What follows belongs to an exercise in optimizing a design on an open flow for small area, a short achievable clock period and few clock cycles per item; a production flow would make more cautious choices.
At most, simulation tests tie the RTL to the original design; equivalence was not proved.

==> inputs of job 3806 <==
==> flow/design.v <==
module wt8_tt #(parameter L = 1) (
    input  wire        clk,
    input  wire        osel,
    input  wire        dsel,
    input  wire [47:0] x,
    output wire [47:0] y
);
    reg  [48*L-1:0] d;
    wire [47:0] dout = d[48*L-1 -: 48];
    wire [47:0] din  = dsel ? dout : x;
    generate
        if (L == 1) begin : g1
            always @(posedge clk) d <= din;
        end else begin : gn
            always @(posedge clk) d <= {d[48*(L-1)-1:0], din};
        end
    endgenerate
    assign y = osel ? x : dout;
endmodule
module wt8_dl #(parameter L = 1) (
    input  wire        clk,
    input  wire        go,
    input  wire [11:0] x,
    output wire [11:0] y
);
    reg  [12*L-1:0] d;
    wire [11:0] dout = d[12*L-1 -: 12];
    wire [11:0] din  = go ? x : dout;
    generate
        if (L == 1) begin : g1
            always @(posedge clk) d <= din;
        end else begin : gn
            always @(posedge clk) d <= {d[12*(L-1)-1:0], din};
        end
    endgenerate
    assign y = dout;
endmodule
module wt8_st #(parameter B = 0, parameter I = 0) (
    input  wire        clk,
    input  wire        go,
    input  wire        xs,
    input  wire [47:0] x,
    output wire [47:0] y
);
    localparam L = 1 << I;
    function integer LA(input integer pp);
        LA = (B == 0) ? 2 * pp : pp;
    endfunction
    function integer LB(input integer pp);
        LB = LA(pp) + (1 << B);
    endfunction
    genvar p;
    generate
        for (p = 0; p < 2; p = p + 1) begin : g_pair
            wire [11:0] a  = x[12*LA(p) +: 12];
            wire [11:0] bd;
            wt8_dl #(.L(L)) u_bd (.clk(clk), .go(go), .x(x[12*LB(p) +: 12]), .y(bd));
            wire [11:0] p0 = xs ? bd : a;
            wire [11:0] p1 = xs ? a  : bd;
            wire [11:0] pd;
            wt8_dl #(.L(L)) u_pd (.clk(clk), .go(go), .x(p0), .y(pd));
            assign y[12*LA(p) +: 12] = pd;
            assign y[12*LB(p) +: 12] = p1;
        end
    endgenerate
endmodule
module wt8_pr (
    input  wire        clk,
    input  wire        go,
    input  wire [47:0] x,
    output wire [47:0] y
);
    reg [47:0] r;
    always @(posedge clk) if (go) r <= x;
    assign y = r;
endmodule
module wib_transpose8 (
    input  wire        clk,
    input  wire        rst,         
    input  wire        in_valid,
    output wire        in_ready,
    input  wire [63:0] in_data,
    output wire        out_valid,
    input  wire        out_ready,
    output wire [63:0] out_data,
    output wire        out_last     
);
    localparam LAT = 225;             
    localparam WIN = 336;             
    function is_adc(input [4:0] w);
        is_adc = (w >= 5'd4 && w <= 5'd15) || (w >= 5'd18);
    endfunction
    function tt_sel(input [7:0] lt, input integer i, input integer j);
        tt_sel = lt[i] & ~lt[j];
    endfunction
    function tau_bit(input [7:0] lt, input integer i);
        tau_bit = lt[i];
    endfunction
    reg  [4:0]  wcnt;                     
    reg         adc_cur, adc_nxt;         
    reg         in_ready_r;
    reg  [63:0] ireg;
    reg         ireg_v;
    reg  [63:0] ifq [0:3];
    reg  [1:0]  ifq_wp, ifq_rp;
    reg  [4:1]  fq;                       
    wire in_fire = in_valid & in_ready_r;
    wire take    = in_fire & adc_cur;
    wire push    = ireg_v;
    wire [4:0] wcnt_n  = in_fire ? ((wcnt == 5'd29) ? 5'd0 : wcnt + 5'd1) : wcnt;
    wire [4:0] wcnt_n1 = (wcnt_n == 5'd29) ? 5'd0 : wcnt_n + 5'd1;
    wire adc_n   = in_fire ? adc_nxt : adc_cur;
    assign in_ready = in_ready_r;
    reg  [7:0] tau;                       
    reg        started;                   
    reg        real_cur, real_prev;       
    reg        go;                        
    reg  [9-1:0] hold;                 
    reg        in_win;                    
    reg        lat_c, lat_x;              
    reg        np_c, np_x;                
    reg        last_c;                    
    reg  [3:1]  ob;                       
    reg  [48:0] ob0, ob1, ob2;            
    reg  [48:0] outr;                     
    wire fifo_ne  = fq[1];
    wire real_eff = started ? real_cur : fifo_ne;
    wire out_real = lat_c ? real_eff : real_prev;
    wire pop      = go & real_eff & np_c;
    wire opush    = go & out_real;
    wire opop     = ob[1] & out_ready;
    wire       wrap        = go & last_c;
    wire       started_n   = go ? ~last_c : started;
    wire       real_cur_n  = (go & ~last_c) ? real_eff : real_cur;
    wire       real_prev_n = wrap ? real_eff : real_prev;
    wire       f_up        = push & ~pop;
    wire       f_dn        = pop & ~push;
    wire [4:1] fq_n        = f_up ? {fq[3:1], 1'b1} : (f_dn ? {1'b0, fq[4:2]} : fq);
    wire       o_up        = opush & ~opop;
    wire       o_dn        = opop & ~opush;
    wire [3:1] ob_n        = o_up ? {ob[2:1], 1'b1} : (o_dn ? {1'b0, ob[3:2]} : ob);
    wire       lat_n       = go ? lat_x : lat_c;
    wire       np_n        = go ? np_x : np_c;
    wire       fifo_ne_n   = fq_n[1];
    wire       real_eff_n  = started_n ? real_cur_n : fifo_ne_n;
    wire       idle_n      = ~started_n & ~fifo_ne_n & ~real_prev_n;
    wire       out_real_n  = lat_n ? real_eff_n : real_prev_n;
    wire       ob_room_p   = ~ob[3] & ~(ob[2] & opush);
    wire       cond_n      = ~idle_n & (~real_eff_n | ~np_n | fifo_ne_n)
                                     & (~out_real_n | ob_room_p);
    wire       go_n        = ~in_win & cond_n;
    wire [9-1:0] hold_n = in_win ? hold - 1'b1 : ((cond_n | idle_n) ? 0 : WIN);
    wire       pop_n       = go_n & real_eff_n & np_n;
    wire       room_1      = pop_n | ~fq_n[4];            
    wire       room_2      = pop_n ? ~fq_n[4] : ~fq_n[3];  
    wire       rdy_if_idle  = ~adc_cur | room_1;
    wire       rdy_if_valid = in_ready_r ? (~adc_nxt | (adc_cur ? room_2 : room_1))
                                         : rdy_if_idle;
    wire       go_nx  = ~rst & go_n;
    wire [7:0] tau_n  = rst ? 8'd0 : tau + {7'd0, go};
    wire [7:0] tau_n1 = tau_n + 8'd1;
    reg  [47:0] resid;
    wire [63:0] head = ifq[ifq_rp];
    reg  [47:0] vin;
    always @(*) begin
        case (tau[1:0])
            2'd0:    vin = head[47:0];
            2'd1:    vin = {head[31:0], resid[15:0]};
            2'd2:    vin = {head[15:0], resid[31:0]};
            default: vin = resid;
        endcase
    end
    always @(posedge clk) begin
        if (pop) begin
            case (tau[1:0])
                2'd0:    resid <= {32'd0, head[63:48]};
                2'd1:    resid <= {16'd0, head[63:32]};
                default: resid <= head[63:16];
            endcase
        end
    end
    reg t0_o, t0_x, t0_d;
    wire t0_on = rst ? tt_sel(8'd0 - 8'd0, 6, 3) : (go ? t0_x : t0_o);
    reg t1_o, t1_x, t1_d;
    wire t1_on = rst ? tt_sel(8'd0 - 8'd56, 3, 1) : (go ? t1_x : t1_o);
    reg t2_o, t2_x, t2_d;
    wire t2_on = rst ? tt_sel(8'd0 - 8'd62, 7, 4) : (go ? t2_x : t2_o);
    reg t4_o, t4_x, t4_d;
    wire t4_on = rst ? tt_sel(8'd0 - 8'd175, 4, 3) : (go ? t4_x : t4_o);
    reg t5_o, t5_x, t5_d;
    wire t5_on = rst ? tt_sel(8'd0 - 8'd183, 3, 2) : (go ? t5_x : t5_o);
    reg t6_o, t6_x, t6_d;
    wire t6_on = rst ? tt_sel(8'd0 - 8'd187, 5, 3) : (go ? t6_x : t6_o);
    reg t7_o, t7_x, t7_d;
    wire t7_on = rst ? tt_sel(8'd0 - 8'd211, 3, 0) : (go ? t7_x : t7_o);
    reg u9_o, u9_x;
    reg u10_o, u10_x;
    reg t11_o, t11_x, t11_d;
    wire t11_on = rst ? tt_sel(8'd0 - 8'd222, 2, 1) : (go ? t11_x : t11_o);
    reg t12_o, t12_x, t12_d;
    wire t12_on = rst ? tt_sel(8'd0 - 8'd224, 1, 0) : (go ? t12_x : t12_o);
    always @(posedge clk) begin
        t0_o <= t0_on;
        t0_x <= tt_sel(tau_n1 - 8'd0, 6, 3);
        t0_d <= t0_on | ~go_nx;
        t1_o <= t1_on;
        t1_x <= tt_sel(tau_n1 - 8'd56, 3, 1);
        t1_d <= t1_on | ~go_nx;
        t2_o <= t2_on;
        t2_x <= tt_sel(tau_n1 - 8'd62, 7, 4);
        t2_d <= t2_on | ~go_nx;
        t4_o <= t4_on;
        t4_x <= tt_sel(tau_n1 - 8'd175, 4, 3);
        t4_d <= t4_on | ~go_nx;
        t5_o <= t5_on;
        t5_x <= tt_sel(tau_n1 - 8'd183, 3, 2);
        t5_d <= t5_on | ~go_nx;
        t6_o <= t6_on;
        t6_x <= tt_sel(tau_n1 - 8'd187, 5, 3);
        t6_d <= t6_on | ~go_nx;
        t7_o <= t7_on;
        t7_x <= tt_sel(tau_n1 - 8'd211, 3, 0);
        t7_d <= t7_on | ~go_nx;
        u9_o <= rst ? tau_bit(8'd0 - 8'd219, 1) : (go ? u9_x : u9_o);
        u9_x <= tau_bit(tau_n1 - 8'd219, 1);
        u10_o <= rst ? tau_bit(8'd0 - 8'd221, 0) : (go ? u10_x : u10_o);
        u10_x <= tau_bit(tau_n1 - 8'd221, 0);
        t11_o <= t11_on;
        t11_x <= tt_sel(tau_n1 - 8'd222, 2, 1);
        t11_d <= t11_on | ~go_nx;
        t12_o <= t12_on;
        t12_x <= tt_sel(tau_n1 - 8'd224, 1, 0);
        t12_d <= t12_on | ~go_nx;
    end
    wire [47:0] s [0:13];
    assign s[0] = vin;
    wt8_tt #(.L(56)) t0 (.clk(clk), .osel(t0_o), .dsel(t0_d), .x(s[0]), .y(s[1]));
    wt8_tt #(.L(6)) t1 (.clk(clk), .osel(t1_o), .dsel(t1_d), .x(s[1]), .y(s[2]));
    wt8_tt #(.L(112)) t2 (.clk(clk), .osel(t2_o), .dsel(t2_d), .x(s[2]), .y(s[3]));
    wt8_pr p3 (.clk(clk), .go(go), .x(s[3]), .y(s[4]));
    wt8_tt #(.L(8)) t4 (.clk(clk), .osel(t4_o), .dsel(t4_d), .x(s[4]), .y(s[5]));
    wt8_tt #(.L(4)) t5 (.clk(clk), .osel(t5_o), .dsel(t5_d), .x(s[5]), .y(s[6]));
    wt8_tt #(.L(24)) t6 (.clk(clk), .osel(t6_o), .dsel(t6_d), .x(s[6]), .y(s[7]));
    wt8_tt #(.L(7)) t7 (.clk(clk), .osel(t7_o), .dsel(t7_d), .x(s[7]), .y(s[8]));
    wt8_pr p8 (.clk(clk), .go(go), .x(s[8]), .y(s[9]));
    wt8_st #(.B(1), .I(1)) u9 (.clk(clk), .go(go), .xs(u9_o), .x(s[9]), .y(s[10]));
    wt8_st #(.B(0), .I(0)) u10 (.clk(clk), .go(go), .xs(u10_o), .x(s[10]), .y(s[11]));
    wt8_tt #(.L(2)) t11 (.clk(clk), .osel(t11_o), .dsel(t11_d), .x(s[11]), .y(s[12]));
    wt8_tt #(.L(1)) t12 (.clk(clk), .osel(t12_o), .dsel(t12_d), .x(s[12]), .y(s[13]));
    wire [7:0] oslot = tau - LAT;
    always @(posedge clk) begin
        ireg <= in_data;
        if (push) ifq[ifq_wp] <= ireg;
    end
    always @(posedge clk) begin
        if (rst) begin
            wcnt       <= 5'd0;
            adc_cur    <= 1'b0;
            adc_nxt    <= 1'b0;
            in_ready_r <= 1'b1;
            ireg_v     <= 1'b0;
            ifq_wp     <= 2'd0;
            ifq_rp     <= 2'd0;
            fq         <= 4'd0;
            tau        <= 8'd0;
            started    <= 1'b0;
            real_cur   <= 1'b0;
            real_prev  <= 1'b0;
            go         <= 1'b0;
            hold       <= 0;
            in_win     <= 1'b0;
            ob         <= 3'd0;
        end else begin
            wcnt       <= wcnt_n;
            adc_cur    <= adc_n;
            if (in_fire) adc_nxt <= is_adc(wcnt_n1);
            in_ready_r <= in_valid ? rdy_if_valid : rdy_if_idle;
            ireg_v     <= take;
            if (push) ifq_wp <= ifq_wp + 2'd1;
            if (pop)  ifq_rp <= ifq_rp + 2'd1;
            fq         <= fq_n;
            tau        <= tau_n;
            started    <= started_n;
            real_cur   <= real_cur_n;
            real_prev  <= real_prev_n;
            go         <= go_n;
            hold       <= hold_n;
            in_win     <= (hold_n > 1);
            ob         <= ob_n;
        end
        lat_c  <= (tau_n >= LAT);
        lat_x  <= (tau_n1 >= LAT) && (tau_n != 8'd255);
        np_c   <= (tau_n[1:0] != 2'd3);
        np_x   <= (tau_n1[1:0] != 2'd3);
        last_c <= (tau_n == 8'd255);
    end
    wire [48:0] oword = {oslot == 8'd255, s[13]};
    wire ow0 = opush & (ob[1] ? (ob[2] ? 1'b0 : opop) : 1'b1);
    wire ow1 = opush & (ob[2] ? (ob[3] ? 1'b0 : opop) : (ob[1] & ~opop));
    wire ow2 = opush & ob[2] & ~opop;
    wire [48:0] ob0_n = ow0 ? oword : (opop ? ob1 : ob0);
    always @(posedge clk) begin
        ob0  <= ob0_n;
        outr <= ob0_n;
        if (ow1)       ob1 <= oword;
        else if (opop) ob1 <= ob2;
        if (ow2)       ob2 <= oword;
    end
    assign out_valid = ob[1];
    assign out_last  = outr[48];
    assign out_data  = {4'h0, outr[47:36], 4'h0, outr[35:24], 4'h0, outr[23:12], 4'h0, outr[11:0]};
endmodule
==> flow/flow/run.sh <==
#!/bin/bash
# Standard ORFS layout with two changes: port buffers use buf_2 instead of the
# default pick, and clock-tree sinks are clustered into larger groups.
set -euo pipefail
export BUFFER_PORTS_ARGS="-buffer_cell sky130_fd_sc_hd__buf_2"
export CTS_ARGS="-sink_clustering_enable -repair_clock_nets -sink_clustering_size 20 -sink_clustering_max_diameter 45 -sink_buffer_max_cap_derate 1.0 -buf_list {sky130_fd_sc_hd__clkbuf_8 sky130_fd_sc_hd__clkbuf_16}"
bash standard.sh > standard.log 2>&1
==> flow/standard.sh <==
#!/bin/bash
# synth_recipe.tcl (not shown) runs the flow's synth.tcl, then flattens the netlist and writes it again
# the make line also repeats each setting of config.mk as NAME=value (left out here)
make -C /OpenROAD-flow-scripts/flow DESIGN_CONFIG=/design/flow/config.mk WORK_HOME=/design/flow/orfs CLKGATE_MAP_FILE= SYNTH_SCRIPT=/design/flow/synth_recipe.tcl "${@:-finish}"
==> flow/config.mk <==
export PLATFORM = sky130hd
export DESIGN_NAME = wib_transpose8
export DESIGN_NICKNAME = wib_transpose8
export VERILOG_FILES = /design/flow/design.v
export SDC_FILE = /design/flow/constraint.sdc
export NUM_CORES = 8
export LEC_CHECK = 0
export CAP_MARGIN = 20
export CORE_MARGIN = 2
export CORE_UTILIZATION = 55
export PLACE_DENSITY = 0.65
export SETUP_SLACK_MARGIN = 5
export SLEW_MARGIN = 20
==> flow/constraint.sdc <==
create_clock -name core_clock -period 8.5 [get_ports {clk}]
set_input_delay 1.7000 -clock core_clock [delete_from_list [all_inputs] [get_ports {clk}]]
set_output_delay 1.7000 -clock core_clock [all_outputs]
set_load 0.01 [all_outputs]
==> job 2792: changes against job 3806 <==
--- a/flow/design.v
+++ b/flow/design.v
@@ -158,6 +158,7 @@
                                          : rdy_if_idle;
     wire       go_nx  = ~rst & go_n;
-    wire [7:0] tau_n  = rst ? 8'd0 : tau + {7'd0, go};
-    wire [7:0] tau_n1 = tau_n + 8'd1;
+    wire [7:0] tau1   = tau + 8'd1;
+    wire [7:0] tau2   = tau + 8'd2;
+    wire [7:0] tau_n  = rst ? 8'd0 : (go ? tau1 : tau);
     reg  [47:0] resid;
     wire [63:0] head = ifq[ifq_rp];
@@ -202,33 +203,33 @@
     always @(posedge clk) begin
         t0_o <= t0_on;
-        t0_x <= tt_sel(tau_n1 - 8'd0, 6, 3);
+        t0_x <= rst ? tt_sel(8'd1 - 8'd0, 6, 3) : (go ? tt_sel(tau2 - 8'd0, 6, 3) : t0_x);
         t0_d <= t0_on | ~go_nx;
         t1_o <= t1_on;
-        t1_x <= tt_sel(tau_n1 - 8'd56, 3, 1);
+        t1_x <= rst ? tt_sel(8'd1 - 8'd56, 3, 1) : (go ? tt_sel(tau2 - 8'd56, 3, 1) : t1_x);
         t1_d <= t1_on | ~go_nx;
         t2_o <= t2_on;
-        t2_x <= tt_sel(tau_n1 - 8'd62, 7, 4);
+        t2_x <= rst ? tt_sel(8'd1 - 8'd62, 7, 4) : (go ? tt_sel(tau2 - 8'd62, 7, 4) : t2_x);
         t2_d <= t2_on | ~go_nx;
         t4_o <= t4_on;
-        t4_x <= tt_sel(tau_n1 - 8'd175, 4, 3);
+        t4_x <= rst ? tt_sel(8'd1 - 8'd175, 4, 3) : (go ? tt_sel(tau2 - 8'd175, 4, 3) : t4_x);
         t4_d <= t4_on | ~go_nx;
         t5_o <= t5_on;
-        t5_x <= tt_sel(tau_n1 - 8'd183, 3, 2);
+        t5_x <= rst ? tt_sel(8'd1 - 8'd183, 3, 2) : (go ? tt_sel(tau2 - 8'd183, 3, 2) : t5_x);
         t5_d <= t5_on | ~go_nx;
         t6_o <= t6_on;
-        t6_x <= tt_sel(tau_n1 - 8'd187, 5, 3);
+        t6_x <= rst ? tt_sel(8'd1 - 8'd187, 5, 3) : (go ? tt_sel(tau2 - 8'd187, 5, 3) : t6_x);
         t6_d <= t6_on | ~go_nx;
         t7_o <= t7_on;
-        t7_x <= tt_sel(tau_n1 - 8'd211, 3, 0);
+        t7_x <= rst ? tt_sel(8'd1 - 8'd211, 3, 0) : (go ? tt_sel(tau2 - 8'd211, 3, 0) : t7_x);
         t7_d <= t7_on | ~go_nx;
         u9_o <= rst ? tau_bit(8'd0 - 8'd219, 1) : (go ? u9_x : u9_o);
-        u9_x <= tau_bit(tau_n1 - 8'd219, 1);
+        u9_x <= rst ? tau_bit(8'd1 - 8'd219, 1) : (go ? tau_bit(tau2 - 8'd219, 1) : u9_x);
         u10_o <= rst ? tau_bit(8'd0 - 8'd221, 0) : (go ? u10_x : u10_o);
-        u10_x <= tau_bit(tau_n1 - 8'd221, 0);
+        u10_x <= rst ? tau_bit(8'd1 - 8'd221, 0) : (go ? tau_bit(tau2 - 8'd221, 0) : u10_x);
         t11_o <= t11_on;
-        t11_x <= tt_sel(tau_n1 - 8'd222, 2, 1);
+        t11_x <= rst ? tt_sel(8'd1 - 8'd222, 2, 1) : (go ? tt_sel(tau2 - 8'd222, 2, 1) : t11_x);
         t11_d <= t11_on | ~go_nx;
         t12_o <= t12_on;
-        t12_x <= tt_sel(tau_n1 - 8'd224, 1, 0);
+        t12_x <= rst ? tt_sel(8'd1 - 8'd224, 1, 0) : (go ? tt_sel(tau2 - 8'd224, 1, 0) : t12_x);
         t12_d <= t12_on | ~go_nx;
     end
@@ -286,12 +287,12 @@
             go         <= go_n;
             hold       <= hold_n;
-            in_win     <= (hold_n > 1);
+            in_win     <= in_win ? (hold > 2) : ~(cond_n | idle_n);
             ob         <= ob_n;
         end
-        lat_c  <= (tau_n >= LAT);
-        lat_x  <= (tau_n1 >= LAT) && (tau_n != 8'd255);
-        np_c   <= (tau_n[1:0] != 2'd3);
-        np_x   <= (tau_n1[1:0] != 2'd3);
-        last_c <= (tau_n == 8'd255);
+        lat_c  <= rst ? 1'b0 : (go ? lat_x : lat_c);
+        lat_x  <= rst ? 1'b0 : (go ? ((tau2 >= LAT) && (tau1 != 8'd255)) : lat_x);
+        np_c   <= rst ? 1'b1 : (go ? np_x : np_c);
+        np_x   <= rst ? 1'b1 : (go ? (tau2[1:0] != 2'd3) : np_x);
+        last_c <= rst ? 1'b0 : (go ? (tau1 == 8'd255) : last_c);
     end
     wire [48:0] oword = {oslot == 8'd255, s[13]};
@@ -299,8 +300,10 @@
     wire ow1 = opush & (ob[2] ? (ob[3] ? 1'b0 : opop) : (ob[1] & ~opop));
     wire ow2 = opush & ob[2] & ~opop;
-    wire [48:0] ob0_n = ow0 ? oword : (opop ? ob1 : ob0);
+    wire        hchg     = ow0 | opop;
+    wire [48:0] head_new = ow0 ? oword : ob1;
     always @(posedge clk) begin
-        ob0  <= ob0_n;
-        outr <= ob0_n;
+        if (ow0)       ob0 <= oword;
+        else if (opop) ob0 <= ob1;
+        outr <= hchg ? head_new : ob0;
         if (ow1)       ob1 <= oword;
         else if (opop) ob1 <= ob2;
==> flow/flow/run.sh (replaced) <==
#!/bin/bash
# Standard ORFS layout with two changes: port buffers use buf_2 instead of the
# default pick, and clock-tree sinks are clustered into larger groups.
set -euo pipefail
export BUFFER_PORTS_ARGS="-buffer_cell sky130_fd_sc_hd__buf_2"
export CTS_ARGS="-sink_clustering_enable -repair_clock_nets -sink_clustering_size 20 -sink_clustering_max_diameter 45 -sink_buffer_max_cap_derate 1.0 -root_buf sky130_fd_sc_hd__clkbuf_16 -tree_buf sky130_fd_sc_hd__clkbuf_16 -buf_list {sky130_fd_sc_hd__clkbuf_8 sky130_fd_sc_hd__clkbuf_16}"
export SETUP_SLACK_MARGIN=5.6
bash standard.sh > standard.log 2>&1
- SETUP_SLACK_MARGIN: 5 -> default
==> job 2253: changes against job 3806 <==
==> flow/run.sh (new file) <==
#!/bin/bash
# synth_recipe.tcl (not shown) runs the flow's synth.tcl, then flattens the netlist and writes it again
# the make line also repeats each setting of config.mk as NAME=value (left out here)
make -C /OpenROAD-flow-scripts/flow DESIGN_CONFIG=/design/flow/config.mk WORK_HOME=/design/flow/orfs CLKGATE_MAP_FILE= SYNTH_SCRIPT=/design/flow/synth_recipe.tcl finish
removed: flow/flow/run.sh
removed: flow/standard.sh
==> flow_summary.json <==
{
  "synth-compound-area-share_pct": 0.8398,
  "met1_length_um": 174700,
  "ff2ff_setup_slack_ps": 5210,
  "powerComb_mw": 1.19,
  "grt_max_degree": 175,
  "place_congestion": 0.7489,
  "firstDrtPassIters": 8,
  "wire_per_inst_um": 15.41,
  "cts-buffers-inserted": 726,
  "layout_min_cycle_time_ps": 3493,
  "fmax_ghz": 0.2863,
  "status": "finished clean",
  "final_cell_mix": "dfxtp_1 (10,726), clkbuf_8 (710), edfxtp_1 (643)"
}
-- figures above: job 3806

==> flow_summary.json <==
{
  "final_cell_mix": "dfxtp_1 (10,734), clkbuf_8 (717), edfxtp_1 (643)",
  "layout_min_cycle_time_ps": 3239,
  "synth-compound-area-share_pct": 1.554,
  "wire_per_inst_um": 15.73,
  "fmax_ghz": 0.3087,
  "ff2ff_setup_slack_ps": 5700,
  "powerComb_mw": 1.72,
  "p_int_mw": 69.32,
  "grt_max_degree": 173,
  "status": "finished clean",
  "clock_latency_ps": 1090,
  "cts-buffers-inserted": 729,
  "met1_length_um": 180900,
  "largest_reg_flops": 5376
}
-- figures above: job 2792

==> flow_summary.json <==
{
  "syn_inst": 13614,
  "grt_max_degree": 84,
  "dr.max_layer_used": "met5",
  "place_congestion": 0.7541,
  "synth-compound-area-share_pct": 0.8398,
  "layout_min_cycle_time_ps": 3497,
  "firstDrtPassIters": 6,
  "multi_input_area_um2": 16130,
  "fmax_ghz": 0.2860,
  "final_cell_mix": "dfxtp_1 (10,727), clkbuf_16 (975), edfxtp_1 (643)",
  "status": "finished clean",
  "drtAntennaViolNets": 0,
  "powerComb_mw": 1.21,
  "ff2ff_setup_slack_ps": 5210,
  "met1_length_um": 177700
}
-- figures above: job 2253

Testbench counts of job 2792, summed over its fixed seeds: cycles 18,240, blocks 64.
No functional check of the RTL was part of job 3806 and job 2253.

==> separate check: timing with driven ports <==
How much do the figures lean on ideal ports? The routed layouts below were timed once more, with nothing changed but the port constraints.
Step 1 sets driving cells, clkbuf_16 on the clock port and buf_2 on the other inputs (assumed; they add their load-dependent delay and slew).
Step 2 moves the port delays by t, midway between the first and last clock arrival at a register: inputs arrive t later, outputs are due t later. That takes back most of the time a late clock gives input paths.
Three values: no drivers, after step 1, after step 2; two values: the first two.
run | t, ns | slack for setup (ns) | worst setup path at the end | cell pins on the clock port's net
job 3806 | 1.257 | 5.007 / 4.899 / 4.078 | input to register | 1
job 2792 | 1.165 | 5.261 / 5.147 / 4.687 | input to register | 1
job 2253 | 1.199 | 5.003 / 4.887 / 4.186 | input to register | 1
After both steps setup and hold are still met in every run listed. For job 3806, which loses most, drivers alone change the setup slack by -0.108 ns; drivers and shift together by -0.929 ns.
